What follows belongs to an exercise in optimizing a design on an open flow for small area, a short achievable clock period and few clock cycles; a production flow would make more cautious choices. The RTL was checked by simulation tests, not by an equivalence proof against the original design. Power is estimated from default activity; no workload was simulated.

File: design.v
module xbee_fifo #(
    parameter AW = 5                   
) (
    input  wire       clk,
    input  wire       rst,
    input  wire       push,            
    input  wire [7:0] din,
    input  wire       pop,             
    output wire [7:0] dout,
    output wire       empty,
    output wire       full,
    output wire       full_nx          
);
    localparam DEPTH = 1 << AW;
    reg [7:0]  mem [0:DEPTH-1];
    reg [AW:0] wr;
    reg [AW:0] rd;
    reg        ov;
    reg [7:0]  oreg;
    reg        full_r;
    wire          sne   = (wr != rd);
    wire          load  = sne && (!ov || pop);
    wire [AW:0]   wr_n  = wr + {{AW{1'b0}}, push};
    wire [AW:0]   rd_n  = rd + {{AW{1'b0}}, load};
    wire [AW:0]   cnt_n = wr_n - rd_n;
    assign full_nx = cnt_n[AW];
    assign full    = full_r;
    assign empty   = !ov;
    assign dout    = oreg;
    always @(posedge clk) begin
        if (push)
            mem[wr[AW-1:0]] <= din;
        if (load)
            oreg <= mem[rd[AW-1:0]];
    end
    always @(posedge clk) begin
        if (rst) begin
            wr     <= 0;
            rd     <= 0;
            ov     <= 1'b0;
            full_r <= 1'b0;
        end else begin
            wr     <= wr_n;
            rd     <= rd_n;
            ov     <= load || (ov && !pop);
            full_r <= full_nx;
        end
    end
endmodule
module xbee_cmd #(
    parameter REG_CAP = 16
) (
    input  wire                 clk,
    input  wire                 rst,
    input  wire                 cmd_valid,
    input  wire [127:0]         cmd_hdr,
    output wire                 cmd_ready,
    input  wire                 cmd_dvalid,
    input  wire [7:0]           cmd_data,
    output wire                 cmd_dready,
    output wire                 resp_valid,
    output wire [35:0]          resp,
    input  wire                 resp_ready,
    output reg                  tx_push,
    output reg  [7:0]           tx_byte,
    input  wire                 tx_full,
    input  wire                 tx_full_nx,
    output reg  [8*REG_CAP-1:0] reg_key,
    output reg  [8*REG_CAP-1:0] reg_hid,
    output wire [REG_CAP-1:0]   reg_used,
    output wire [7:0]           reg_count,
    output reg                  errh_valid,
    output reg  [7:0]           errh_hid,
    output reg  [7:0]           fid
);
    localparam [3:0] ST_OK = 4'd0, ST_BAD_ADDR = 4'd1, ST_BAD_CMD = 4'd2,
                     ST_TOO_LONG = 4'd3, ST_REG_FULL = 4'd4, ST_BAD_OP = 4'd5;
    localparam [2:0] C_IDLE = 3'd0, C_DRAIN = 3'd1, C_HEAD = 3'd2,
                     C_PAY  = 3'd3, C_CHK   = 3'd4, C_RESP = 3'd5;
    reg [2:0]   state;
    reg         rdy_r;        
    reg         drdy_r;       
    reg         rv_r;         
    reg [63:0]  a64;
    reg [15:0]  w16;          
    reg         a16v;
    reg [7:0]   opt;
    reg [15:0]  remain;       
    reg [4:0]   hidx;         
    reg         is_at;        
    reg [7:0]   afid;         
    reg [15:0]  flen;         
    reg [7:0]   sum;          
    reg [3:0]   r_status;
    reg [4:0]   rcnt;
    wire [3:0]  h_op     = cmd_hdr[3:0];
    wire [3:0]  h_a64len = cmd_hdr[7:4];
    wire [1:0]  h_atlen  = cmd_hdr[10:9];
    wire [7:0]  h_b8     = cmd_hdr[23:16];
    wire [7:0]  h_hid    = cmd_hdr[31:24];
    wire [15:0] h_dlen   = cmd_hdr[47:32];
    assign cmd_ready  = rdy_r;
    assign cmd_dready = drdy_r;
    assign resp_valid = rv_r;
    assign resp       = {sum, flen, afid, r_status};
    genvar g;
    generate
        for (g = 0; g < REG_CAP; g = g + 1) begin : g_used
            assign reg_used[g] = (rcnt > g);
        end
    endgenerate
    assign reg_count = {3'd0, rcnt};
    reg [7:0] head_byte;
    always @* begin
        head_byte = 8'h00;
        if (is_at) begin
            case (hidx)
                5'd0: head_byte = 8'h7E;
                5'd1: head_byte = flen[15:8];
                5'd2: head_byte = flen[7:0];
                5'd3: head_byte = 8'h08;
                5'd4: head_byte = afid;
                5'd5: head_byte = w16[15:8];
                5'd6: head_byte = w16[7:0];
                default: head_byte = 8'h00;
            endcase
        end else begin
            case (hidx)
                5'd0:  head_byte = 8'h7E;
                5'd1:  head_byte = flen[15:8];
                5'd2:  head_byte = flen[7:0];
                5'd3:  head_byte = 8'h10;
                5'd4:  head_byte = 8'h00;
                5'd5:  head_byte = a64[63:56];
                5'd6:  head_byte = a64[55:48];
                5'd7:  head_byte = a64[47:40];
                5'd8:  head_byte = a64[39:32];
                5'd9:  head_byte = a64[31:24];
                5'd10: head_byte = a64[23:16];
                5'd11: head_byte = a64[15:8];
                5'd12: head_byte = a64[7:0];
                5'd13: head_byte = a16v ? w16[15:8] : 8'hFF;
                5'd14: head_byte = a16v ? w16[7:0]  : 8'hFE;
                5'd15: head_byte = 8'h00;
                5'd16: head_byte = opt;
                default: head_byte = 8'h00;
            endcase
        end
    end
    wire head_last = is_at ? (hidx == 5'd6) : (hidx == 5'd16);
    always @* begin
        tx_push = 1'b0;
        tx_byte = 8'h00;
        case (state)
            C_HEAD: begin
                tx_push = !tx_full;
                tx_byte = head_byte;
            end
            C_PAY: begin
                tx_push = cmd_dvalid && !tx_full;
                tx_byte = cmd_data;
            end
            C_CHK: begin
                tx_push = !tx_full;
                tx_byte = ~sum;
            end
            default: ;
        endcase
    end
    reg [2:0]  state_n;
    reg [15:0] remain_n;
    always @* begin
        state_n  = state;
        remain_n = remain;
        case (state)
            C_IDLE: begin
                if (cmd_valid) begin
                    remain_n = h_dlen;
                    state_n  = C_DRAIN;
                    if (h_op == 4'h3 && h_a64len == 4'd8 && h_dlen <= 16'd65521)
                        state_n = C_HEAD;
                    if (h_op == 4'h4 && h_atlen == 2'd2 && h_dlen <= 16'd65531)
                        state_n = C_HEAD;
                end
            end
            C_DRAIN: begin
                if (remain == 16'd0)
                    state_n = C_RESP;
                else if (cmd_dvalid)
                    remain_n = remain - 16'd1;
            end
            C_HEAD: begin
                if (!tx_full && head_last)
                    state_n = (remain == 16'd0) ? C_CHK : C_PAY;
            end
            C_PAY: begin
                if (cmd_dvalid && !tx_full) begin
                    remain_n = remain - 16'd1;
                    if (remain == 16'd1)
                        state_n = C_CHK;
                end
            end
            C_CHK: begin
                if (!tx_full)
                    state_n = C_RESP;
            end
            C_RESP: begin
                if (resp_ready)
                    state_n = C_IDLE;
            end
            default: state_n = C_IDLE;
        endcase
    end
    integer k;
    always @(posedge clk) begin
        if (rst) begin
            state      <= C_IDLE;
            rdy_r      <= 1'b1;
            drdy_r     <= 1'b0;
            rv_r       <= 1'b0;
            remain     <= 16'd0;
            rcnt       <= 5'd0;
            errh_valid <= 1'b0;
            errh_hid   <= 8'd0;
            fid        <= 8'h01;
        end else begin
            state  <= state_n;
            remain <= remain_n;
            rdy_r  <= (state_n == C_IDLE);
            rv_r   <= (state_n == C_RESP);
            drdy_r <= ((state_n == C_DRAIN) && (remain_n != 16'd0)) ||
                      ((state_n == C_PAY) && !tx_full_nx);
            if (state == C_IDLE && cmd_valid) begin
                case (h_op)
                    4'h1: if (rcnt != REG_CAP) rcnt <= rcnt + 5'd1;
                    4'h2: begin
                        errh_valid <= 1'b1;
                        errh_hid   <= h_hid;
                    end
                    4'h4: if (h_atlen == 2'd2 && h_dlen <= 16'd65531)
                        fid <= fid + 8'd1;
                    default: ;
                endcase
            end
        end
    end
    always @(posedge clk) begin
        if (state == C_IDLE && cmd_valid) begin
            a64      <= cmd_hdr[127:64];
            w16      <= cmd_hdr[63:48];
            a16v     <= cmd_hdr[8];
            opt      <= h_b8;
            hidx     <= 5'd0;
            sum      <= 8'd0;
            afid     <= 8'd0;
            flen     <= 16'd0;
            is_at    <= (h_op == 4'h4);
            r_status <= ST_OK;
            case (h_op)
                4'h1: if (rcnt == REG_CAP) r_status <= ST_REG_FULL;
                4'h2: ;
                4'h3: begin
                    if (h_a64len != 4'd8)
                        r_status <= ST_BAD_ADDR;
                    else if (h_dlen > 16'd65521)
                        r_status <= ST_TOO_LONG;
                    else
                        flen <= h_dlen + 16'd14;
                end
                4'h4: begin
                    if (h_atlen != 2'd2)
                        r_status <= ST_BAD_CMD;
                    else if (h_dlen > 16'd65531)
                        r_status <= ST_TOO_LONG;
                    else begin
                        afid <= fid;
                        flen <= h_dlen + 16'd4;
                    end
                end
                default: r_status <= ST_BAD_OP;
            endcase
        end else if (state == C_HEAD) begin
            if (!tx_full) begin
                if (hidx >= 5'd3)
                    sum <= sum + head_byte;
                hidx <= hidx + 5'd1;
            end
        end else if (state == C_PAY) begin
            if (cmd_dvalid && !tx_full)
                sum <= sum + cmd_data;
        end else if (state == C_CHK) begin
            if (!tx_full)
                sum <= ~sum;
        end
    end
    always @(posedge clk) begin
        if (!rst && state == C_IDLE && cmd_valid && h_op == 4'h1) begin
            for (k = 0; k < REG_CAP; k = k + 1) begin
                if (k == rcnt) begin
                    reg_key[8*k +: 8] <= h_b8;
                    reg_hid[8*k +: 8] <= h_hid;
                end
            end
        end
    end
endmodule
module xbee_rx #(
    parameter REG_CAP = 16
) (
    input  wire                 clk,
    input  wire                 rst,
    input  wire                 run,
    input  wire                 rx_valid,
    input  wire [7:0]           rx_data,
    output wire                 rx_ready,
    input  wire [8*REG_CAP-1:0] reg_key,
    input  wire [8*REG_CAP-1:0] reg_hid,
    input  wire [REG_CAP-1:0]   reg_used,
    input  wire                 errh_valid,
    input  wire [7:0]           errh_hid,
    output wire                 evt_valid,
    output wire [209:0]         evt_hdr,
    input  wire                 evt_ready,
    output wire                 evt_dvalid,
    output wire [7:0]           evt_data,
    input  wire                 evt_dready
);
    localparam [1:0] K_HANDLER = 2'd0, K_NOHANDLER = 2'd1,
                     K_ERRH    = 2'd2, K_ERRDROP   = 2'd3;
    localparam [2:0] E_NONE = 3'd0, E_SHORT = 3'd3, E_CHECKSUM = 3'd4,
                     E_UNSUPPORTED = 3'd5;
    function supported;
        input [7:0] t;
        begin
            case (t)
                8'h08, 8'h10, 8'h88, 8'h8A, 8'h8B, 8'h90, 8'h91: supported = 1'b1;
                default: supported = 1'b0;
            endcase
        end
    endfunction
    function [4:0] min_len;
        input [7:0] t;
        begin
            case (t)
                8'h08:   min_len = 5'd4;
                8'h10:   min_len = 5'd14;
                8'h88:   min_len = 5'd5;
                8'h8A:   min_len = 5'd2;
                8'h8B:   min_len = 5'd7;
                8'h90:   min_len = 5'd12;
                8'h91:   min_len = 5'd18;
                default: min_len = 5'd0;
            endcase
        end
    endfunction
    function has_payload;
        input [7:0] t;
        begin
            has_payload = (t != 8'h8A) && (t != 8'h8B);
        end
    endfunction
    reg [7:0] mem [0:63];
    reg [6:0] wp;
    reg [6:0] ra;
    reg       rdy;
    assign rx_ready = run && rdy;
    wire push = rx_valid && rx_ready;
    wire [7:0] b = rx_data;
    always @(posedge clk) begin
        if (push)
            mem[wp[5:0]] <= b;
    end
    wire [7:0] rdata = mem[ra[5:0]];
    localparam [2:0] P_SEEK = 3'd0, P_LHI = 3'd1, P_LLO = 3'd2, P_TYPE = 3'd3,
                     P_BODY = 3'd4, P_CHK = 3'd5, P_STALL = 3'd6;
    reg [2:0] ps;
    reg [6:0] psync;      
    reg       lhi_nz;     
    reg [5:0] plen;       
    reg [7:0] ptype;
    reg [7:0] psum;
    reg [5:0] pcnt;       
    reg [1:0] pbad;       
    reg [4:0] pmin;
    reg [2:0] pend8;      
    reg         hit;
    reg [7:0]   hit_hid;
    integer     i;
    always @* begin
        hit = 1'b0;
        hit_hid = 8'd0;
        for (i = REG_CAP - 1; i >= 0; i = i - 1) begin
            if (reg_used[i] && reg_key[8*i +: 8] == ptype) begin
                hit = 1'b1;
                hit_hid = reg_hid[8*i +: 8];
            end
        end
    end
    wire [4:0] t_min   = min_len(b);
    wire       t_sup   = supported(b);
    wire [1:0] t_bad   = !t_sup ? 2'd3 : ({1'b0, plen} < {1'b0, t_min}) ? 2'd1 : 2'd0;
    wire       fin_type = (ps == P_TYPE) && (plen == 6'd0);
    wire       fin_chk  = (ps == P_CHK);
    wire       fin      = push && (fin_type || fin_chk);
    reg [1:0]  n_err;     
    reg [7:0]  n_type;
    reg [7:0]  n_ea;
    reg [7:0]  n_eb;
    reg [1:0]  n_kind;
    reg [7:0]  n_hid;
    reg [5:0]  n_dlen;
    always @* begin
        n_type = fin_type ? b : ptype;
        n_ea   = 8'd0;
        n_eb   = 8'd0;
        n_dlen = 6'd0;
        if (fin_type) begin
            n_err = t_sup ? 2'd1 : 2'd3;
            n_eb  = t_sup ? {3'd0, t_min} : 8'd0;
        end else if (pbad != 2'd0) begin
            n_err = pbad;
            if (pbad == 2'd1) begin
                n_ea = {2'd0, plen};
                n_eb = {3'd0, pmin};
            end
        end else if (b != ~psum) begin
            n_err = 2'd2;
            n_ea  = ~psum;
            n_eb  = b;
        end else begin
            n_err  = 2'd0;
            n_dlen = has_payload(ptype) ? (plen - {1'b0, pmin}) : 6'd0;
        end
        if (n_err == 2'd0) begin
            n_kind = hit ? K_HANDLER : K_NOHANDLER;
            n_hid  = hit ? hit_hid : 8'd0;
        end else begin
            n_kind = errh_valid ? K_ERRH : K_ERRDROP;
            n_hid  = errh_valid ? errh_hid : 8'd0;
        end
    end
    reg [6:0] q_p    [0:1];
    reg [1:0] q_err  [0:1];
    reg [7:0] q_type [0:1];
    reg [7:0] q_ea   [0:1];
    reg [7:0] q_eb   [0:1];
    reg [1:0] q_kind [0:1];
    reg [7:0] q_hid  [0:1];
    reg [5:0] q_dlen [0:1];
    reg       q_rd;
    reg       q_wr;
    reg [1:0] q_cnt;
    wire       q_ne    = (q_cnt != 2'd0);
    wire       q_ready = q_ne && !(q_cnt == 2'd1 && pend8 != 3'd0);
    wire [6:0] h_p    = q_p[q_rd];
    wire [1:0] h_err  = q_err[q_rd];
    wire [7:0] h_type = q_type[q_rd];
    wire [7:0] h_ea   = q_ea[q_rd];
    wire [7:0] h_eb   = q_eb[q_rd];
    wire [1:0] h_kind = q_kind[q_rd];
    wire [7:0] h_hid  = q_hid[q_rd];
    wire [5:0] h_dlen = q_dlen[q_rd];
    wire [4:0] h_nfix = (h_err == 2'd0) ? (min_len(h_type) - 5'd1) : 5'd0;
    reg         es_load, es_hdr, es_data;    
    reg [4:0]   ej;                           
    reg [5:0]   dcnt;                         
    reg [7:0]   dreg;
    reg [1:0]   o_kind;
    reg [7:0]   o_hid;
    reg [7:0]   o_type;
    reg [2:0]   o_err;
    reg [7:0]   o_ea;
    reg [7:0]   o_eb;
    reg [4:0]   o_nfix;
    reg [5:0]   o_dlen;
    reg [7:0]   fixb [0:16];
    reg [4:0]   fj;                           
    wire es_idle  = !es_load && !es_hdr && !es_data;
    wire hdr_take = es_hdr && evt_ready;
    wire dat_take = es_data && evt_dready;
    wire ev_end   = (hdr_take && (o_dlen == 6'd0)) || (dat_take && (dcnt == 6'd1));
    wire pop      = (es_idle || ev_end) && q_ready && run;
    wire [6:0] wp_n  = wp + {6'd0, push};
    wire [6:0] cnt_n = wp_n - ra;
    reg  [2:0] ps_n;
    reg  [5:0] plen_n;
    reg  [5:0] pcnt_n;
    always @* begin
        ps_n   = ps;
        plen_n = plen;
        pcnt_n = pcnt;
        if (push) begin
            case (ps)
                P_SEEK: if (b == 8'h7E) ps_n = P_LHI;
                P_LHI:  ps_n = P_LLO;
                P_LLO: begin
                    if (lhi_nz || b > 8'd60) begin
                        ps_n = P_STALL;
                    end else begin
                        plen_n = b[5:0];
                        ps_n   = P_TYPE;
                    end
                end
                P_TYPE: begin
                    pcnt_n = plen - 6'd1;
                    if (plen == 6'd0)      ps_n = P_SEEK;
                    else if (plen == 6'd1) ps_n = P_CHK;
                    else                   ps_n = P_BODY;
                end
                P_BODY: begin
                    pcnt_n = pcnt - 6'd1;
                    if (pcnt == 6'd1) ps_n = P_CHK;
                end
                P_CHK: ps_n = P_SEEK;
                default: ps_n = ps;
            endcase
        end
    end
    wire [1:0] q_cnt_n = q_cnt + {1'b0, fin} - {1'b0, pop};
    wire       last_n  = (ps_n == P_CHK) || (ps_n == P_TYPE && plen_n == 6'd0);
    integer j;
    always @(posedge clk) begin
        if (rst) begin
            wp     <= 7'd0;
            ra     <= 7'd0;
            rdy    <= 1'b1;
            ps     <= P_SEEK;
            psync  <= 7'd0;
            lhi_nz <= 1'b0;
            plen   <= 6'd0;
            pcnt   <= 6'd0;
            pend8  <= 3'd0;
            q_rd   <= 1'b0;
            q_wr   <= 1'b0;
            q_cnt  <= 2'd0;
            es_load <= 1'b0;
            es_hdr  <= 1'b0;
            es_data <= 1'b0;
        end else begin
            wp    <= wp_n;
            rdy   <= (cnt_n[6] == 1'b0) && !(last_n && q_cnt_n == 2'd2);
            ps    <= ps_n;
            plen  <= plen_n;
            pcnt  <= pcnt_n;
            q_cnt <= q_cnt_n;
            if (push) begin
                if (pend8 != 3'd0)
                    pend8 <= pend8 - 3'd1;
                case (ps)
                    P_SEEK: if (b != 8'h7E) psync <= wp + 7'd1;
                    P_LHI:  lhi_nz <= (b != 8'd0);
                    default: ;
                endcase
                if (fin) begin
                    psync <= wp + 7'd1;
                    pend8 <= (plen[5:2] == 4'd0) ? (3'd4 - {1'b0, plen[1:0]}) : 3'd0;
                end
            end
            if (fin) q_wr <= ~q_wr;
            if (pop) q_rd <= ~q_rd;
            if (pop) begin
                ra      <= h_p + 7'd4;
                es_load <= (h_nfix != 5'd0);
                es_hdr  <= (h_nfix == 5'd0);
                es_data <= 1'b0;
            end else if (es_idle) begin
                ra <= q_ne ? h_p : psync;
            end else if (es_load) begin
                ra <= ra + 7'd1;
                if (ej == 5'd1) begin
                    es_load <= 1'b0;
                    es_hdr  <= 1'b1;
                end
            end else if (es_hdr) begin
                if (evt_ready) begin
                    es_hdr <= 1'b0;
                    if (o_dlen != 6'd0) begin
                        ra      <= ra + 7'd1;
                        es_data <= 1'b1;
                    end
                end
            end else if (es_data) begin
                if (evt_dready) begin
                    if (dcnt == 6'd1)
                        es_data <= 1'b0;
                    else
                        ra <= ra + 7'd1;
                end
            end
        end
    end
    always @(posedge clk) begin
        if (push && ps == P_TYPE) begin
            ptype <= b;
            psum  <= b;
            pbad  <= t_bad;
            pmin  <= t_min;
        end else if (push && ps == P_BODY) begin
            psum  <= psum + b;
        end
    end
    always @(posedge clk) begin
        if (fin) begin
            q_p[q_wr]    <= psync;
            q_err[q_wr]  <= n_err;
            q_type[q_wr] <= n_type;
            q_ea[q_wr]   <= n_ea;
            q_eb[q_wr]   <= n_eb;
            q_kind[q_wr] <= n_kind;
            q_hid[q_wr]  <= n_hid;
            q_dlen[q_wr] <= n_dlen;
        end
    end
    wire [7:0] fix_d = rdata & {8{!(rst || pop)}};
    always @(posedge clk) begin
        if (pop) begin
            o_kind <= h_kind;
            o_hid  <= h_hid;
            o_type <= h_type;
            o_err  <= (h_err == 2'd0) ? E_NONE : (h_err == 2'd1) ? E_SHORT :
                      (h_err == 2'd2) ? E_CHECKSUM : E_UNSUPPORTED;
            o_ea   <= h_ea;
            o_eb   <= h_eb;
            o_nfix <= h_nfix;
            o_dlen <= h_dlen;
            ej     <= h_nfix;
            fj     <= 5'd0;
            dcnt   <= h_dlen;
        end else begin
            if (es_load) begin
                ej <= ej - 5'd1;
                fj <= fj + 5'd1;
            end
            if (dat_take)
                dcnt <= dcnt - 6'd1;
        end
        if (es_hdr || dat_take)
            dreg <= rdata;
        for (j = 0; j < 17; j = j + 1)
            if (rst || pop || (es_load && fj == j))
                fixb[j] <= fix_d;
    end
    wire [135:0] fixed_bits;
    genvar g;
    generate
        for (g = 0; g < 17; g = g + 1) begin : g_fixed
            assign fixed_bits[135 - 8*g -: 8] = fixb[g];
        end
    endgenerate
    assign evt_valid  = es_hdr;
    assign evt_hdr    = {fixed_bits, 10'd0, o_dlen, o_nfix, 8'd0, o_eb, 8'd0, o_ea,
                         o_err, o_type, o_hid, o_kind};
    assign evt_dvalid = es_data;
    assign evt_data   = dreg;
endmodule
module xbee_core (
    input  wire         clk,
    input  wire         rst,
    input  wire         transport_ok,
    input  wire         ctl_valid,
    input  wire [1:0]   ctl_op,
    input  wire         rx_valid,
    input  wire [7:0]   rx_data,
    output wire         rx_ready,
    output wire         tx_valid,
    output wire [7:0]   tx_data,
    input  wire         tx_ready,
    input  wire         cmd_valid,
    input  wire [127:0] cmd_hdr,
    output wire         cmd_ready,
    input  wire         cmd_dvalid,
    input  wire [7:0]   cmd_data,
    output wire         cmd_dready,
    output wire         resp_valid,
    output wire [35:0]  resp,
    input  wire         resp_ready,
    output wire         evt_valid,
    output wire [209:0] evt_hdr,
    input  wire         evt_ready,
    output wire         evt_dvalid,
    output wire [7:0]   evt_data,
    input  wire         evt_dready,
    output wire [31:0]  status
);
    localparam REG_CAP = 16;
    reg run;
    always @(posedge clk) begin
        if (rst)
            run <= 1'b0;
        else if (ctl_valid && ctl_op == 2'd1 && transport_ok)
            run <= 1'b1;
        else if (ctl_valid && ctl_op == 2'd2)
            run <= 1'b0;
    end
    wire [8*REG_CAP-1:0] reg_key;
    wire [8*REG_CAP-1:0] reg_hid;
    wire [REG_CAP-1:0]   reg_used;
    wire [7:0]           reg_count;
    wire                 errh_valid;
    wire [7:0]           errh_hid;
    wire [7:0]           fid;
    wire                 tx_push;
    wire [7:0]           tx_byte;
    wire                 txq_full;
    wire                 txq_full_nx;
    wire                 txq_empty;
    xbee_cmd #(.REG_CAP(REG_CAP)) u_cmd (
        .clk        (clk),
        .rst        (rst),
        .cmd_valid  (cmd_valid),
        .cmd_hdr    (cmd_hdr),
        .cmd_ready  (cmd_ready),
        .cmd_dvalid (cmd_dvalid),
        .cmd_data   (cmd_data),
        .cmd_dready (cmd_dready),
        .resp_valid (resp_valid),
        .resp       (resp),
        .resp_ready (resp_ready),
        .tx_push    (tx_push),
        .tx_byte    (tx_byte),
        .tx_full    (txq_full),
        .tx_full_nx (txq_full_nx),
        .reg_key    (reg_key),
        .reg_hid    (reg_hid),
        .reg_used   (reg_used),
        .reg_count  (reg_count),
        .errh_valid (errh_valid),
        .errh_hid   (errh_hid),
        .fid        (fid)
    );
    xbee_fifo #(.AW(5)) u_txq (
        .clk     (clk),
        .rst     (rst),
        .push    (tx_push),
        .din     (tx_byte),
        .pop     (tx_valid && tx_ready),
        .dout    (tx_data),
        .empty   (txq_empty),
        .full    (txq_full),
        .full_nx (txq_full_nx)
    );
    assign tx_valid = run && !txq_empty;
    xbee_rx #(.REG_CAP(REG_CAP)) u_rx (
        .clk        (clk),
        .rst        (rst),
        .run        (run),
        .rx_valid   (rx_valid),
        .rx_data    (rx_data),
        .rx_ready   (rx_ready),
        .reg_key    (reg_key),
        .reg_hid    (reg_hid),
        .reg_used   (reg_used),
        .errh_valid (errh_valid),
        .errh_hid   (errh_hid),
        .evt_valid  (evt_valid),
        .evt_hdr    (evt_hdr),
        .evt_ready  (evt_ready),
        .evt_dvalid (evt_dvalid),
        .evt_data   (evt_data),
        .evt_dready (evt_dready)
    );
    assign status = {errh_hid, reg_count, fid, 5'd0, errh_valid, transport_ok, run};
endmodule
File: run.sh
#!/bin/bash
# synth_recipe.tcl (not shown) runs the flow's synth.tcl, then flattens the netlist and writes it again
# the make line also repeats each setting of config.mk as NAME=value (left out here)
make -C /OpenROAD-flow-scripts/flow DESIGN_CONFIG=/design/flow/config.mk WORK_HOME=/design/flow/orfs CLKGATE_MAP_FILE= SYNTH_SCRIPT=/design/flow/synth_recipe.tcl finish
File: config.mk
export PLATFORM = sky130hd
export DESIGN_NAME = xbee_core
export DESIGN_NICKNAME = xbee_core
export VERILOG_FILES = /design/flow/design.v
export SDC_FILE = /design/flow/constraint.sdc
export NUM_CORES = 4
export LEC_CHECK = 0
export CAP_MARGIN = 20
export CORE_MARGIN = 2
export CORE_UTILIZATION = 40
export PLACE_DENSITY = 0.6
export SLEW_MARGIN = 20
File: constraint.sdc
create_clock -name core_clock -period 8.0 [get_ports {clk}]
set_input_delay 1.6000 -clock core_clock [delete_from_list [all_inputs] [get_ports {clk}]]
set_output_delay 1.6000 -clock core_clock [all_outputs]
set_load 0.01 [all_outputs]
==> results of run 1 <==
## synthesized netlist by cell type (30+ instances only)
cell and number:
mux2i_1 118, xnor2_1 144, ha_1 82, nand2_1 228
o22ai_1 35, a22oi_1 41, a221oi_1 32, a21oi_1 116
buf_4 48, nor2b_1 34, xor2_1 78, o21ai_0 136
clkbuf_1 123, a211oi_1 30, buf_1 45, edfxtp_1 1473
mux4_2 200, nand3_1 66, inv_1 78, o221ai_1 30
and2_1 32, nand4_1 46, nor2_1 357, dfxtp_1 132
mux2_2 45, nor3_1 72
## where the power goes
part           internal (mW)  leakage (nW)  switching (mW)
Sequential              9.29          14.6           0.126
Combinational          0.466          8.10           0.607
Clock                   4.51          2.66            3.25
## per-layer routing
metal / vias up / part of all wire, % / track usage (%)
met1: 19492 / 44 / 28.00
met5: - / 0.0076 / 0
met4: 2 / 2.3 / 5.507
met2: 1344 / 48 / 31.76
li1: 17318 / - / -
met3: 223 / 6.3 / 3.219
## cell families (layout without fill, tap and decap cells)
family,count (synthesis),in the layout,share of synthesized area (%)
buf+inv,322,897,2.141
compound gates,605,605,6.107
xor+xnor,222,222,2.924
simple gates,1012,1012,7.362
mux,363,363,9.311
fa+ha+maj,86,86,1.663
flops,1605,1605,70.49
other cells,1,45,0.005639
## registers in the layout, indices dropped and copies added (netlist names), 12 cells and up, named ones only
register and count:
u_cmd.a64 64, u_cmd.flen 16, u_cmd.reg_hid 128, u_cmd.reg_key 128
u_cmd.remain 16, u_cmd.w16 16, u_rx.fixb 136, u_rx.mem 512
u_rx.q_dlen 12, u_rx.q_ea 16, u_rx.q_eb 16, u_rx.q_hid 16
u_rx.q_p 14, u_rx.q_type 16, u_txq.mem 256
## final timing paths
check	from	end	slack [ps]	cells after the start
worst max-delay path	u_cmd.hidx[3]$_SDFFE_PP0P_	u_cmd.sum[7]$_SDFFE_PP0P_	2970	14
worst min-delay path	u_rx.psync[5]$_SDFFE_PP0P_	u_rx.q_p[1][5]$_DFFE_PP_	490	0
worst max register to register	u_cmd.hidx[3]$_SDFFE_PP0P_	u_cmd.sum[7]$_SDFFE_PP0P_	2970	14
worst min register to register	u_rx.psync[5]$_SDFFE_PP0P_	u_rx.q_p[1][5]$_DFFE_PP_	490	0
## cell usage in the layout (no fill, tap or decap), drive strengths merged, types with 30 or more instances in the layout
cell type,count
and2,32
nand2,228
nand4,46
nand3,66
ha,82
a22oi,41
mux2,45
xor2,78
buf,102
clkbuf,217
nor2b,34
a21oi,116
o21ai,149
mux2i,118
edfxtp,1473
clkdlybuf4s50,408
nor2,359
nor3,73
inv,87
clkinv,64
a221oi,32
mux4,200
conb,35
o221ai,30
o22ai,35
xnor2,144
a211oi,30
dfxtp,132
## worst reg2reg max path, cell delays in order (launching register included)
cell,delay (ps)
dfxtp_1,930
nand2_1,170
nor3_1,820
a21oi_1,240
nand4_1,250
nor2_1,60
o21ai_0,610
ha_1,370
a21oi_1,210
o211ai_1,170
o41ai_1,340
or2_2,190
mux2i_1,80
o41a_1,380
a21oi_1,150
## cell type report
class                   count  share of cell area [%]
flip-flops and latches   1605                   59.47
multi-input cells        2323                   23.52
repair buffers            510                   6.167
clock buffers             217                   5.670
well taps                2189                   3.474
clock inverters            87                   1.266
inverters                  83                  0.4015
diodes                     10                 0.03174
## stage by stage
stage                     total power, mW  util [%]  hold slack (ps)
final                               18.25     47.79            487.2
after CTS                           18.40     47.75            492.9
after global routing                18.81     47.78            513.6
after detailed placement            10.67     44.43            479.3
after global placement              10.65     44.43            471.6
after floorplan                     10.15         -            442.0
==> results.ini, run 1 <==
[status]
status=no timing/DRC/antenna violations

[clocking]
cts_tree=yes
clkSinkCount=1605
post_cts_buffers=0
clk_pin_slew_worst_paths_ps=60
cts_made_buffers=167
clock_latency_ps=810
cts_resized=0
postCtsHoldBufs=0
cts_htree_levels=4
clockBufferDepth=3
clockRootBuffer=clkbuf_16

[global_route]
grt_pass1_wl_um=250200
grt_max_degree=117
grt_pass1_vias=37238
gr-usage-all-layers_pct=19.82
antenna_found_initial=18
grt-ovfl-total=0

[placed_design]
place_congestion=0.8986
dp_hpwl_um=115000
io_buffer_count=417
dpl_cell_area_um2=73310
dpl_worst_slack_ps=2261
dp_cells=6709

[yosys]
ys_seq_area_share_pct=70.49
synth_area_leaders=edfxtp_1 67%, mux4_2 6.8%, dfxtp_1 4.0%
syn_avg_cell_area_um2=15.77
synthCells=4216
ys.flop_type=edfxtp_1
synth_top_area_cell=edfxtp_1
async_flop_share_pct=0
yosysWarningCount=5
synth.ff_latch_count=1605
synth_area_um2=66500
synth-edff-count=1473
synth_top_area_share_pct=66.51
synthDistinctLibCells=91

[routing]
routed_wl_um=171700
viasPerCell=5.464
postRouteAntennaNets=0
detail_route.wl_per_cell_um=24.45
dr.pass1.iters=5
drt_iter0_drc=3462
drc=0
num_vias=38379

[die]
placementRows=149
die_w_um=411.7
ios=458
chipHeight_um=411.7
core-area_um2=165000
die_area_um2=169500
start_util_pct=40.31

[run]
max_cap_viol_count=0

[worst_setup_path]
start_kind=flop
cp_common_cell=a21oi_1
crit_type=flop to flop
crit_family=compound AO/OA/AOI/OAI gates
crit_arrival_ps=5750
slowest_stage=dfxtp_1
slowest_delay_ps=930
cp_cell_sequence=nand2_1, nor3_1, a21oi_1, nand4_1, nor2_1, o21ai_0, ha_1, a21oi_1, o211ai_1, o41ai_1, or2_2, mux2i_1, o41a_1, a21oi_1
cp_max_fo=21
crit_buf_inv=0
endpoint_kind=flop
cp.required_ps=8720

[sta]
min_period_over_period_pct=62.87
relSlewSlack_pct=26.29
tns_ps=0
worstMarginPinSlew_ps=1102
fin_crit_ps=5030
drv_slew=0
setup_viol=0
rsz0062_at_grt=false
fin_skew_ps=40.24
setup_ws_ps=2970
hold_viol_final=0
clock.fmax_ghz=0.1988

[finish]
layout.nets=4933
multi_input_area_um2=18540
register_area_um2=46890
fill_cells=14107
final_cells=7024
layout-drive-gt1-share_pct=13.55
syn_to_final_growth_pct=18.56
stdcell_area_um2=78840

[pwr]
power.density_nw_per_um2=231.5
ir_drop_mv=0.2419
p_leak_nw=25.40

[worst_hold_path]
hold_class=flop to flop

Testbench counts, summed over its fixed seeds: cycles 21,342.
==> run 2, diff against run 1 <==
--- a/config.mk
+++ b/config.mk
@@ -9,4 +9,5 @@
 export CORE_MARGIN = 2
 export CORE_UTILIZATION = 40
 export PLACE_DENSITY = 0.6
+export SETUP_SLACK_MARGIN = 4.5
 export SLEW_MARGIN = 20
==> results.ini, run 2 <==
[die]
chipHeight_um=411.7  ; unchanged
placementRows=149  ; unchanged
core-area_um2=165000  ; unchanged
ios=458  ; unchanged
die_area_um2=169500  ; unchanged
die_w_um=411.7  ; unchanged
start_util_pct=40.31  ; unchanged

[pwr]
ir_drop_mv=0.2225  ; was 0.2419 mV
power.density_nw_per_um2=224.4  ; was 231.5 nW/um2
p_leak_nw=26.04  ; was 25.40 nW

[worst_setup_path]
start_kind=flop  ; unchanged
r2r-end=u_cmd.sum[7]$_SDFFE_PP0P_  ; unchanged
crit_type=flop to flop  ; unchanged
crit_arrival_ps=4450  ; was 5750 ps
crit_buf_inv=1  ; was 0
endpoint_kind=flop  ; unchanged
cp_common_cell=ha_4  ; was a21oi_1
crit_family=compound AO/OA/AOI/OAI gates  ; unchanged
r2r_slack_ps=4270  ; was 2970 ps
worstRegToRegCells=15  ; was 14
cp_max_fo=8  ; was 21
slowest_stage=a222oi_1  ; was dfxtp_1
crit-reg2reg-launch=u_cmd.hidx[0]$_SDFFE_PP0P_  ; was u_cmd.hidx[3]$_SDFFE_PP0P_
cp.required_ps=8710  ; was 8720 ps
slowest_delay_ps=500  ; was 930 ps
cp_cell_sequence=inv_2, ha_4, and4b_4, a222oi_1, o2111ai_1, a211oi_2, o21ai_2, ha_4, nand3_1, o211ai_1, o41ai_2, or2_4, mux2i_1, o41a_1, a21oi_1  ; was nand2_1, nor3_1, a21oi_1, nand4_1, nor2_1, o21ai_0, ha_1, a21oi_1, o211ai_1, o41ai_1, or2_2, mux2i_1, o41a_1, a21oi_1

[clocking]
clock_latency_ps=800  ; was 810 ps
clkSinkCount=1605  ; unchanged
cts_tree=yes  ; unchanged
clockRootBuffer=clkbuf_16  ; unchanged
cts_made_buffers=165  ; was 167
postCtsHoldBufs=0  ; unchanged
cts_htree_levels=4  ; unchanged
clk_pin_slew_worst_paths_ps=60  ; about the same
clockBufferDepth=3  ; unchanged

[yosys]
yosysMostFrequentCell=edfxtp_1  ; unchanged
ys_seq_area_share_pct=70.49  ; unchanged
synthCells=4216  ; unchanged
synth_area_um2=66500  ; unchanged
synthDistinctLibCells=91  ; unchanged
synth_area_leaders=edfxtp_1 67%, mux4_2 6.8%, dfxtp_1 4.0%  ; unchanged
yosysWarningCount=5  ; unchanged
synth.ff_latch_count=1605  ; unchanged
syn_avg_cell_area_um2=15.77  ; unchanged
synth-edff-count=1473  ; unchanged
synth_top_area_cell=edfxtp_1  ; unchanged
ys.flop_type=edfxtp_1  ; unchanged
synth_top_area_share_pct=66.51  ; unchanged
synth_common_cells=1473 x edfxtp_1, 357 x nor2_1, 228 x nand2_1, 200 x mux4_2, 144 x xnor2_1  ; unchanged
async_flop_share_pct=0  ; unchanged

[global_route]
grt_pass1_wl_um=253600  ; was 250200 um
gr-usage-all-layers_pct=20.27  ; was 19.82%
antenna_found_initial=17  ; was 18
grt_max_degree=76  ; was 117
grt-ovfl-total=0  ; unchanged
grt_pass1_vias=37292  ; was 37238

[finish]
largest_register_ffs=512  ; unchanged
multi_input_area_um2=19440  ; was 18540 um2
mostFrequentLayoutCells=1473 x edfxtp_1, 370 x clkdlybuf4s50_1, 303 x nor2_1  ; was 1473 x edfxtp_1, 408 x clkdlybuf4s50_1, 354 x nor2_1
mostFrequentLayoutCell=edfxtp_1  ; unchanged
fill_cells=13985  ; was 14107
layout-drive-gt1-share_pct=18.38  ; was 13.55%
syn_to_final_growth_pct=20.81  ; was 18.56%
layout.nets=5000  ; was 4933
register_area_um2=46930  ; was 46890 um2

[worst_hold_path]
holdPathEnd=u_rx.ra[6]$_SDFFE_PP0P_  ; was u_rx.q_p[1][5]$_DFFE_PP_
hold_depth=2  ; was 0
hold_class=flop to flop  ; unchanged
hp-start=u_rx.ra[6]$_SDFFE_PP0P_  ; was u_rx.psync[5]$_SDFFE_PP0P_

[sta]
clock.fmax_ghz=0.2679  ; was 0.1988 GHz
fin_skew_ps=23.41  ; was 40.24 ps
rsz0062_at_grt=true  ; was false
drv_slew=0  ; unchanged
tns_ps=0  ; unchanged
relSlewSlack_pct=31.33  ; was 26.29%
fin_crit_ps=3732  ; was 5030 ps
setup_viol=0  ; unchanged
worstMarginPinSlew_ps=1027  ; was 1102 ps
hold_viol_final=0  ; unchanged
min_period_over_period_pct=46.65  ; was 62.87%
whs_ps=505.4  ; was 487.2 ps

[routing]
viasPerCell=5.494  ; was 5.464
drt_iter0_drc=3830  ; was 3462
routed_wl_um=176300  ; was 171700 um
num_vias=38947  ; was 38379
detail_route.wl_per_cell_um=24.87  ; was 24.45 um
postRouteAntennaNets=0  ; unchanged
drc=0  ; unchanged
dr.pass1.iters=6  ; was 5

[placed_design]
io_buffer_count=417  ; unchanged
dp_hpwl_um=115700  ; was 115000 um
place_congestion=0.9026  ; was 0.8986

[status]
status=no timing/DRC/antenna violations  ; unchanged

[run]
max_cap_viol_count=0  ; unchanged

run 2: how the worst max path moves through the flow:
stage                                from                          end  cells past startpoint
4_1_cts        u_cmd.hidx[3]$_SDFFE_PP0P_    u_cmd.sum[7]$_SDFFE_PP0P_                     16
3_3_place_gp                  cmd_hdr[34]      u_cmd.drdy_r$_SDFF_PP0_                     11
5_1_grt        u_cmd.hidx[2]$_SDFFE_PP0P_    u_cmd.sum[7]$_SDFFE_PP0P_                     15
3_5_place_dp                   rx_data[0]   u_rx.q_hid[1][2]$_DFFE_PP_                     11
6_report       u_cmd.hidx[0]$_SDFFE_PP0P_    u_cmd.sum[7]$_SDFFE_PP0P_                     15
2_1_floorplan                  cmd_hdr[1]  u_cmd.reg_hid[64]$_DFFE_PP_                      5
run 2: timing repair:
action,4_1_cts,5_1_grt
pin swaps,28,50
cloned,2,2
setup buffers,42,31
endpoints found under the setup margin,1400,445
gates resized for setup,213,68
run 2: cells by family after synthesis:
kind of cell	share of synthesized area, %
multiplexers	9.311
buffers and inverters	2.141
other	0.005639
adder cells (fa/ha/maj)	1.663
AND/OR/NAND/NOR	7.362
flip-flops	70.49
XOR/XNOR	2.924
AO/OA/AOI/OAI	6.107
run 2: worst min-delay path: cells and delay by family (launching register included):
family	cells	cell delay, ps
flip-flops	1	340
AND/OR/NAND/NOR	1	70
AO/OA/AOI/OAI	1	50
run 2: layout make-up:
cell class,count,share of cell area [%]
repair buffers,578,6.978
clock buffers,205,5.510
multi-input cells,2323,24.19
clock inverters,95,1.037
well taps,2189,3.409
inverters,83,0.4111
diodes,10,0.03115
repair inverters,1,0.01090
flip-flops and latches,1605,58.42
run 2: stage by stage:
| step | utilization (%) | instance area (um2) | total power, mW | instances | setup WS [ps] |
|---|---|---|---|---|---|
| finish | 48.70 | 80340 | 18.03 | 7089 | 4268 |
| global route | 48.69 | 80330 | 18.59 | 7086 | 4113 |
| detailed placement | 44.52 | 73450 | 10.68 | 6701 | 2912 |
| CTS | 48.33 | 79750 | 18.17 | 7045 | 4161 |
| floorplan | - | 66940 | 10.15 | 4250 | 4132 |
| global placement | 44.51 | 73440 | 10.67 | 6701 | 2962 |
run 2: metal layers:
layer | GRT usage (%) | part of all wire (%) | vias to the layer above
met4 | 5.886 | 2.8 | 2
met3 | 3.544 | 6.9 | 263
met2 | 32.21 | 47 | 1402
met5 | 0 | 0.0074 | -
met1 | 28.59 | 43 | 19850
li1 | - | - | 17430
run 2: report_power, final:
group,switching [mW],leakage [nW],internal (mW)
combinational,0.660,8.81,0.503
sequential,0.112,14.7,9.29
clock,3.23,2.57,4.24
total,4.00,26.0,14.0
==> run 3, diff against run 2 <==
--- a/design.v
+++ b/design.v
@@ -65,9 +65,8 @@
     output reg  [7:0]           tx_byte,
     input  wire                 tx_full,
     input  wire                 tx_full_nx,
-    output reg  [8*REG_CAP-1:0] reg_key,
-    output reg  [8*REG_CAP-1:0] reg_hid,
-    output wire [REG_CAP-1:0]   reg_used,
+    output reg  [6:0]           rt_v,
+    output reg  [55:0]          rt_hid,
     output wire [7:0]           reg_count,
     output reg                  errh_valid,
     output reg  [7:0]           errh_hid,
@@ -103,50 +102,47 @@
     assign cmd_dready = drdy_r;
     assign resp_valid = rv_r;
     assign resp       = {sum, flen, afid, r_status};
-    genvar g;
-    generate
-        for (g = 0; g < REG_CAP; g = g + 1) begin : g_used
-            assign reg_used[g] = (rcnt > g);
-        end
-    endgenerate
     assign reg_count = {3'd0, rcnt};
-    reg [7:0] head_byte;
-    always @* begin
-        head_byte = 8'h00;
-        if (is_at) begin
-            case (hidx)
-                5'd0: head_byte = 8'h7E;
-                5'd1: head_byte = flen[15:8];
-                5'd2: head_byte = flen[7:0];
-                5'd3: head_byte = 8'h08;
-                5'd4: head_byte = afid;
-                5'd5: head_byte = w16[15:8];
-                5'd6: head_byte = w16[7:0];
-                default: head_byte = 8'h00;
-            endcase
-        end else begin
-            case (hidx)
-                5'd0:  head_byte = 8'h7E;
-                5'd1:  head_byte = flen[15:8];
-                5'd2:  head_byte = flen[7:0];
-                5'd3:  head_byte = 8'h10;
-                5'd4:  head_byte = 8'h00;
-                5'd5:  head_byte = a64[63:56];
-                5'd6:  head_byte = a64[55:48];
-                5'd7:  head_byte = a64[47:40];
-                5'd8:  head_byte = a64[39:32];
-                5'd9:  head_byte = a64[31:24];
-                5'd10: head_byte = a64[23:16];
-                5'd11: head_byte = a64[15:8];
-                5'd12: head_byte = a64[7:0];
-                5'd13: head_byte = a16v ? w16[15:8] : 8'hFF;
-                5'd14: head_byte = a16v ? w16[7:0]  : 8'hFE;
-                5'd15: head_byte = 8'h00;
-                5'd16: head_byte = opt;
-                default: head_byte = 8'h00;
-            endcase
+    function [7:0] hbyte;
+        input [4:0] n;
+        begin
+            hbyte = 8'h00;
+            if (is_at) begin
+                case (n)
+                    5'd0: hbyte = 8'h7E;
+                    5'd1: hbyte = flen[15:8];
+                    5'd2: hbyte = flen[7:0];
+                    5'd3: hbyte = 8'h08;
+                    5'd4: hbyte = afid;
+                    5'd5: hbyte = w16[15:8];
+                    5'd6: hbyte = w16[7:0];
+                    default: hbyte = 8'h00;
+                endcase
+            end else begin
+                case (n)
+                    5'd0:  hbyte = 8'h7E;
+                    5'd1:  hbyte = flen[15:8];
+                    5'd2:  hbyte = flen[7:0];
+                    5'd3:  hbyte = 8'h10;
+                    5'd4:  hbyte = 8'h00;
+                    5'd5:  hbyte = a64[63:56];
+                    5'd6:  hbyte = a64[55:48];
+                    5'd7:  hbyte = a64[47:40];
+                    5'd8:  hbyte = a64[39:32];
+                    5'd9:  hbyte = a64[31:24];
+                    5'd10: hbyte = a64[23:16];
+                    5'd11: hbyte = a64[15:8];
+                    5'd12: hbyte = a64[7:0];
+                    5'd13: hbyte = a16v ? w16[15:8] : 8'hFF;
+                    5'd14: hbyte = a16v ? w16[7:0]  : 8'hFE;
+                    5'd15: hbyte = 8'h00;
+                    5'd16: hbyte = opt;
+                    default: hbyte = 8'h00;
+                endcase
+            end
         end
-    end
+    endfunction
+    reg [7:0] head_byte;
     wire head_last = is_at ? (hidx == 5'd6) : (hidx == 5'd16);
     always @* begin
         tx_push = 1'b0;
@@ -211,6 +207,14 @@
             default: state_n = C_IDLE;
         endcase
     end
+    wire [6:0] key_sel;
+    assign key_sel[0] = (h_b8 == 8'h08);
+    assign key_sel[1] = (h_b8 == 8'h10);
+    assign key_sel[2] = (h_b8 == 8'h88);
+    assign key_sel[3] = (h_b8 == 8'h8A);
+    assign key_sel[4] = (h_b8 == 8'h8B);
+    assign key_sel[5] = (h_b8 == 8'h90);
+    assign key_sel[6] = (h_b8 == 8'h91);
     integer k;
     always @(posedge clk) begin
         if (rst) begin
@@ -220,6 +224,7 @@
             rv_r       <= 1'b0;
             remain     <= 16'd0;
             rcnt       <= 5'd0;
+            rt_v       <= 7'd0;
             errh_valid <= 1'b0;
             errh_hid   <= 8'd0;
             fid        <= 8'h01;
@@ -232,7 +237,10 @@
                       ((state_n == C_PAY) && !tx_full_nx);
             if (state == C_IDLE && cmd_valid) begin
                 case (h_op)
-                    4'h1: if (rcnt != REG_CAP) rcnt <= rcnt + 5'd1;
+                    4'h1: if (rcnt != REG_CAP) begin
+                        rcnt <= rcnt + 5'd1;
+                        rt_v <= rt_v | key_sel;
+                    end
                     4'h2: begin
                         errh_valid <= 1'b1;
                         errh_hid   <= h_hid;
@@ -251,6 +259,7 @@
             a16v     <= cmd_hdr[8];
             opt      <= h_b8;
             hidx     <= 5'd0;
+            head_byte <= 8'h7E;
             sum      <= 8'd0;
             afid     <= 8'd0;
             flen     <= 16'd0;
@@ -284,6 +293,7 @@
                 if (hidx >= 5'd3)
                     sum <= sum + head_byte;
                 hidx <= hidx + 5'd1;
+                head_byte <= hbyte(hidx + 5'd1);
             end
         end else if (state == C_PAY) begin
             if (cmd_dvalid && !tx_full)
@@ -294,14 +304,10 @@
         end
     end
     always @(posedge clk) begin
-        if (!rst && state == C_IDLE && cmd_valid && h_op == 4'h1) begin
-            for (k = 0; k < REG_CAP; k = k + 1) begin
-                if (k == rcnt) begin
-                    reg_key[8*k +: 8] <= h_b8;
-                    reg_hid[8*k +: 8] <= h_hid;
-                end
-            end
-        end
+        for (k = 0; k < 7; k = k + 1)
+            if (state == C_IDLE && cmd_valid && h_op == 4'h1 && rcnt != REG_CAP &&
+                key_sel[k] && !rt_v[k])
+                rt_hid[8*k +: 8] <= h_hid;
     end
 endmodule
 module xbee_rx #(
@@ -313,9 +319,8 @@
     input  wire                 rx_valid,
     input  wire [7:0]           rx_data,
     output wire                 rx_ready,
-    input  wire [8*REG_CAP-1:0] reg_key,
-    input  wire [8*REG_CAP-1:0] reg_hid,
-    input  wire [REG_CAP-1:0]   reg_used,
+    input  wire [6:0]           rt_v,
+    input  wire [55:0]          rt_hid,
     input  wire                 errh_valid,
     input  wire [7:0]           errh_hid,
     output wire                 evt_valid,
@@ -383,17 +388,23 @@
     reg [1:0] pbad;       
     reg [4:0] pmin;
     reg [2:0] pend8;      
+    wire [6:0] tsel;
+    assign tsel[0] = (ptype == 8'h08);
+    assign tsel[1] = (ptype == 8'h10);
+    assign tsel[2] = (ptype == 8'h88);
+    assign tsel[3] = (ptype == 8'h8A);
+    assign tsel[4] = (ptype == 8'h8B);
+    assign tsel[5] = (ptype == 8'h90);
+    assign tsel[6] = (ptype == 8'h91);
     reg         hit;
     reg [7:0]   hit_hid;
     integer     i;
     always @* begin
         hit = 1'b0;
         hit_hid = 8'd0;
-        for (i = REG_CAP - 1; i >= 0; i = i - 1) begin
-            if (reg_used[i] && reg_key[8*i +: 8] == ptype) begin
-                hit = 1'b1;
-                hit_hid = reg_hid[8*i +: 8];
-            end
+        for (i = 0; i < 7; i = i + 1) begin
+            hit     = hit | (tsel[i] & rt_v[i]);
+            hit_hid = hit_hid | ({8{tsel[i]}} & rt_hid[8*i +: 8]);
         end
     end
     wire [4:0] t_min   = min_len(b);
@@ -692,9 +703,8 @@
         else if (ctl_valid && ctl_op == 2'd2)
             run <= 1'b0;
     end
-    wire [8*REG_CAP-1:0] reg_key;
-    wire [8*REG_CAP-1:0] reg_hid;
-    wire [REG_CAP-1:0]   reg_used;
+    wire [6:0]           rt_v;
+    wire [55:0]          rt_hid;
     wire [7:0]           reg_count;
     wire                 errh_valid;
     wire [7:0]           errh_hid;
@@ -720,9 +730,8 @@
         .tx_byte    (tx_byte),
         .tx_full    (txq_full),
         .tx_full_nx (txq_full_nx),
-        .reg_key    (reg_key),
-        .reg_hid    (reg_hid),
-        .reg_used   (reg_used),
+        .rt_v       (rt_v),
+        .rt_hid     (rt_hid),
         .reg_count  (reg_count),
         .errh_valid (errh_valid),
         .errh_hid   (errh_hid),
@@ -747,9 +756,8 @@
         .rx_valid   (rx_valid),
         .rx_data    (rx_data),
         .rx_ready   (rx_ready),
-        .reg_key    (reg_key),
-        .reg_hid    (reg_hid),
-        .reg_used   (reg_used),
+        .rt_v       (rt_v),
+        .rt_hid     (rt_hid),
         .errh_valid (errh_valid),
         .errh_hid   (errh_hid),
         .evt_valid  (evt_valid),
==> results.ini, run 3 <==
[status]
status=no timing/DRC/antenna violations  ; unchanged

[yosys]
yosysWarningCount=5  ; unchanged
synthDistinctLibCells=91  ; unchanged
synth_area_um2=58820  ; was 66500 um2
ys.flop_type=edfxtp_1  ; unchanged
yosysMostFrequentCell=edfxtp_1  ; unchanged
syn_avg_cell_area_um2=15.60  ; was 15.77 um2
ys_seq_area_share_pct=70.00  ; was 70.49%
async_flop_share_pct=0  ; unchanged
synth-edff-count=1273  ; was 1473
synth_top_area_share_pct=64.99  ; was 66.51%
synthCells=3770  ; was 4216
synth.ff_latch_count=1420  ; was 1605
synth_top_area_cell=edfxtp_1  ; unchanged
synth_common_cells=1273 x edfxtp_1, 349 x nor2_1, 221 x nand2_1, 200 x mux4_2, 147 x dfxtp_1  ; was 1473 x edfxtp_1, 357 x nor2_1, 228 x nand2_1, 200 x mux4_2, 144 x xnor2_1
synth_area_leaders=edfxtp_1 65%, mux4_2 7.7%, dfxtp_1 5.0%  ; was edfxtp_1 67%, mux4_2 6.8%, dfxtp_1 4.0%

[global_route]
grt_max_degree=79  ; was 76
grt_pass1_vias=33461  ; was 37292
antenna_found_initial=7  ; was 17
grt_pass1_wl_um=227100  ; was 253600 um
gr-usage-all-layers_pct=20.34  ; was 20.27%
grt-ovfl-total=0  ; unchanged

[sta]
fin_skew_ps=46.98  ; was 23.41 ps
relSlewSlack_pct=24.03  ; was 31.33%
setup_ws_ps=4543  ; was 4268 ps
fin_crit_ps=3457  ; was 3732 ps
drv_slew=0  ; unchanged
clock.fmax_ghz=0.2892  ; was 0.2679 GHz
rsz0062_at_grt=true  ; unchanged
hold_viol_final=0  ; unchanged
tns_ps=0  ; unchanged
setup_viol=0  ; unchanged
whs_ps=479.5  ; was 505.4 ps
worstMarginPinSlew_ps=1137  ; was 1027 ps
min_period_over_period_pct=43.22  ; was 46.65%

[finish]
mostFrequentLayoutCells=1273 x edfxtp_1, 365 x clkdlybuf4s50_1, 323 x nor2_1  ; was 1473 x edfxtp_1, 370 x clkdlybuf4s50_1, 303 x nor2_1
layout-drive-gt1-share_pct=15.76  ; was 18.38%
largest_register_ffs=512  ; unchanged
mostFrequentLayoutCell=edfxtp_1  ; unchanged
layout.nets=4477  ; was 5000
syn_to_final_growth_pct=20.11  ; was 20.81%
fill_cells=12365  ; was 13985

[die]
die_w_um=387.5  ; was 411.7 um
chipHeight_um=387.5  ; was 411.7 um
ios=458  ; unchanged
start_util_pct=40.36  ; was 40.31%
die_area_um2=150100  ; was 169500 um2
core-area_um2=145700  ; was 165000 um2
placementRows=140  ; was 149

[routing]
routed_wl_um=155900  ; was 176300 um
viasPerCell=5.483  ; was 5.494
detail_route.wl_per_cell_um=24.83  ; was 24.87 um
dr.pass1.iters=6  ; unchanged
drc=0  ; unchanged
postRouteAntennaNets=0  ; unchanged
num_vias=34425  ; was 38947
drt_iter0_drc=3268  ; was 3830

[worst_setup_path]
crit_type=input pin to flop  ; was flop to flop
worstRegToRegCells=5  ; was 15
slowest_delay_ps=480  ; was 500 ps
cp_cell_sequence=clkdlybuf4s50_1, nand2_2, a21oi_4, ha_2, ha_2, inv_1, ha_1, a21oi_1, nor2b_1, o21ai_1, a21oi_2, xnor2_2, o211ai_1, a21oi_1  ; was inv_2, ha_4, and4b_4, a222oi_1, o2111ai_1, a211oi_2, o21ai_2, ha_4, nand3_1, o211ai_1, o41ai_2, or2_4, mux2i_1, o41a_1, a21oi_1
start_kind=input pin  ; was flop
endpoint_kind=flop  ; unchanged
slowest_stage=clkdlybuf4s50_1  ; was a222oi_1
crit_arrival_ps=4100  ; was 4450 ps
cp_max_fo=2  ; was 8
cp.required_ps=8640  ; was 8710 ps

[pwr]
ir_drop_mv=0.2079  ; was 0.2225 mV
p_leak_nw=22.90  ; was 26.04 nW
finalPower_mw=16.45  ; was 18.03 mW
power.density_nw_per_um2=232.9  ; was 224.4 nW/um2

[clocking]
clk_pin_slew_worst_paths_ps=50  ; was 60 ps
clockBufferDepth=3  ; unchanged
clockRootBuffer=clkbuf_16  ; unchanged
postCtsHoldBufs=0  ; unchanged
clkSinkCount=1420  ; was 1605
cts_htree_levels=4  ; unchanged
clock_latency_ps=800  ; about the same
cts_tree=yes  ; unchanged
cts_made_buffers=151  ; was 165

[placed_design]
dp_hpwl_um=104200  ; was 115700 um
dpl_worst_slack_ps=2886  ; was 2912 ps
io_buffer_count=417  ; unchanged
place_congestion=0.9252  ; was 0.9026

[worst_hold_path]
hold_depth=2  ; unchanged
hold_class=flop to flop  ; unchanged

[run]
max_cap_viol_count=0  ; unchanged

==> run 3: changes by cell type in the layout (fill, tap and decap cells not counted), moves of 23 or more <==
| cell | before | now |
|---|---|---|
| edfxtp_1 | 1473 | 1273 |
| xnor2_1 | 143 | 55 |
| buf_4 | 131 | 60 |
| xor2_1 | 78 | 47 |
| dfxtp_1 | 109 | 133 |
| nor2_2 | 45 | 22 |
==> run 3: final timing paths <==
check / slack, ps / start / to
worst min-delay path: 480 / u_rx.pcnt[4]$_SDFFE_PP0P_ / u_rx.pcnt[4]$_SDFFE_PP0P_
worst max-delay path: 4540 / tx_ready / u_cmd.drdy_r$_SDFF_PP0_
worst max register to register: 4580 / flop / u_rx.fixb[4][5]$_DFFE_PP_
worst min register to register: 480 / u_rx.pcnt[4]$_SDFFE_PP0P_ / u_rx.pcnt[4]$_SDFFE_PP0P_
==> run 3: stage by stage <==
stage / util, % / area [um2] / std cells
finish: 48.47 / 70650 / 6278
global route: 48.46 / 70630 / 6272
CTS: 48.33 / 70430 / 6267
detailed placement: 44.68 / 65120 / 5969
global placement: 44.68 / 65120 / 5969
floorplan: - / 59190 / 3804
==> run 3: per-layer routing <==
metal / routed length [um] / GRT usage (%) / share of wire, % / vias to the layer above
li1: - / - / - / 15552
met1: 66410 / 27.94 / 43 / 17481
met2: 74660 / 32.70 / 48 / 1167
met3: 10220 / 3.881 / 6.6 / 223
met4: 4573 / 6.563 / 2.9 / 2
met5: 18 / 0 / 0.012 / -
==> run 3: final cells by class <==
class	count	area (um2)	share of cell area, %
Clock inverter	75	710.7	1.006
Sequential cell	1420	41200	58.32
Timing Repair Buffer	495	4920	6.964
Inverter	90	359.1	0.5083
Antenna cell	7	17.52	0.02480
Multi-Input combinational cell	2076	16950	24.00
Clock buffer	198	4088	5.786
Tap cell	1917	2399	3.395
==> run 3: logic make-up (layout without fill, tap and decap cells) <==
| logic type | after synthesis | count (layout) | share of synthesized area [%] |
|---|---|---|---|
| AOI/OAI and AO/OA | 565 | 565 | 6.307 |
| adders and majority gates | 86 | 86 | 1.881 |
| DFF | 1420 | 1420 | 70.00 |
| other | 1 | 42 | 0.006376 |
| and+or+nand+nor | 919 | 919 | 7.371 |
| buffers and inverters | 308 | 858 | 2.293 |
| xor gates and xnor gates | 104 | 104 | 1.549 |
| muxes | 367 | 367 | 10.60 |
==> run 3: what timing repair did <==
| action | in CTS | in global routing |
|---|---|---|
| pin swaps | 9 | 6 |
| setup endpoints to repair | 1095 | 175 |
| gates cloned | 3 | 0 |
| buffers inserted | 22 | 4 |
| resized for setup | 106 | 50 |
| endpoints found under the hold margin | 0 | 0 |
==> run 3: power by group <==
group          switching [mW]  internal, mW  total (mW)
Clock                    2.90          3.88        6.78
Combinational           0.739         0.587        1.33
Sequential              0.120          8.22        8.34
==> run 3: critical path, delay by kind of cell <==
kind / cells / cell delay, ps
buffers and inverters: 2 / 560
adders and majority gates: 3 / 720
xor gates and xnor gates: 1 / 160
AOI/OAI and AO/OA: 6 / 890
and+or+nand+nor: 2 / 150
Testbench counts of run 3, summed over its fixed seeds: cycles 21,342.

re-timing with driven ports:
Ports are ideal in the flow. The routed layouts listed here were re-timed in OpenROAD.
Step 1: set_driving_cell puts a clkbuf_16 on clk and a buf_2 on each other input, an assumption about the parent block.
Step 2 adds t to the input delays and takes it off the output delays; t is the mean of the earliest and latest rising clock arrival at the registers after step 1. Input paths then give back, and output paths get back, about the clock's delay inside the block.
a / b / c = ideal / step 1 / step 2; a / b = the first two.
| run | t (ns) | slack for setup (ns) | worst slew at a driven data input, ns |
|---|---|---|---|
| run 1 | 0.861 | 2.970 / 2.970 / 2.280 | 0.15 |
| run 2 | 0.863 | 4.268 / 4.268 / 3.685 | 0.18 |
| run 3 | 0.854 | 4.543 / 4.469 / 3.726 | 0.22 |
After both steps setup and hold are still met in every run listed. The setup slack of run 3, which loses most, moves by -0.074 ns with the drivers and by -0.817 ns with both steps.
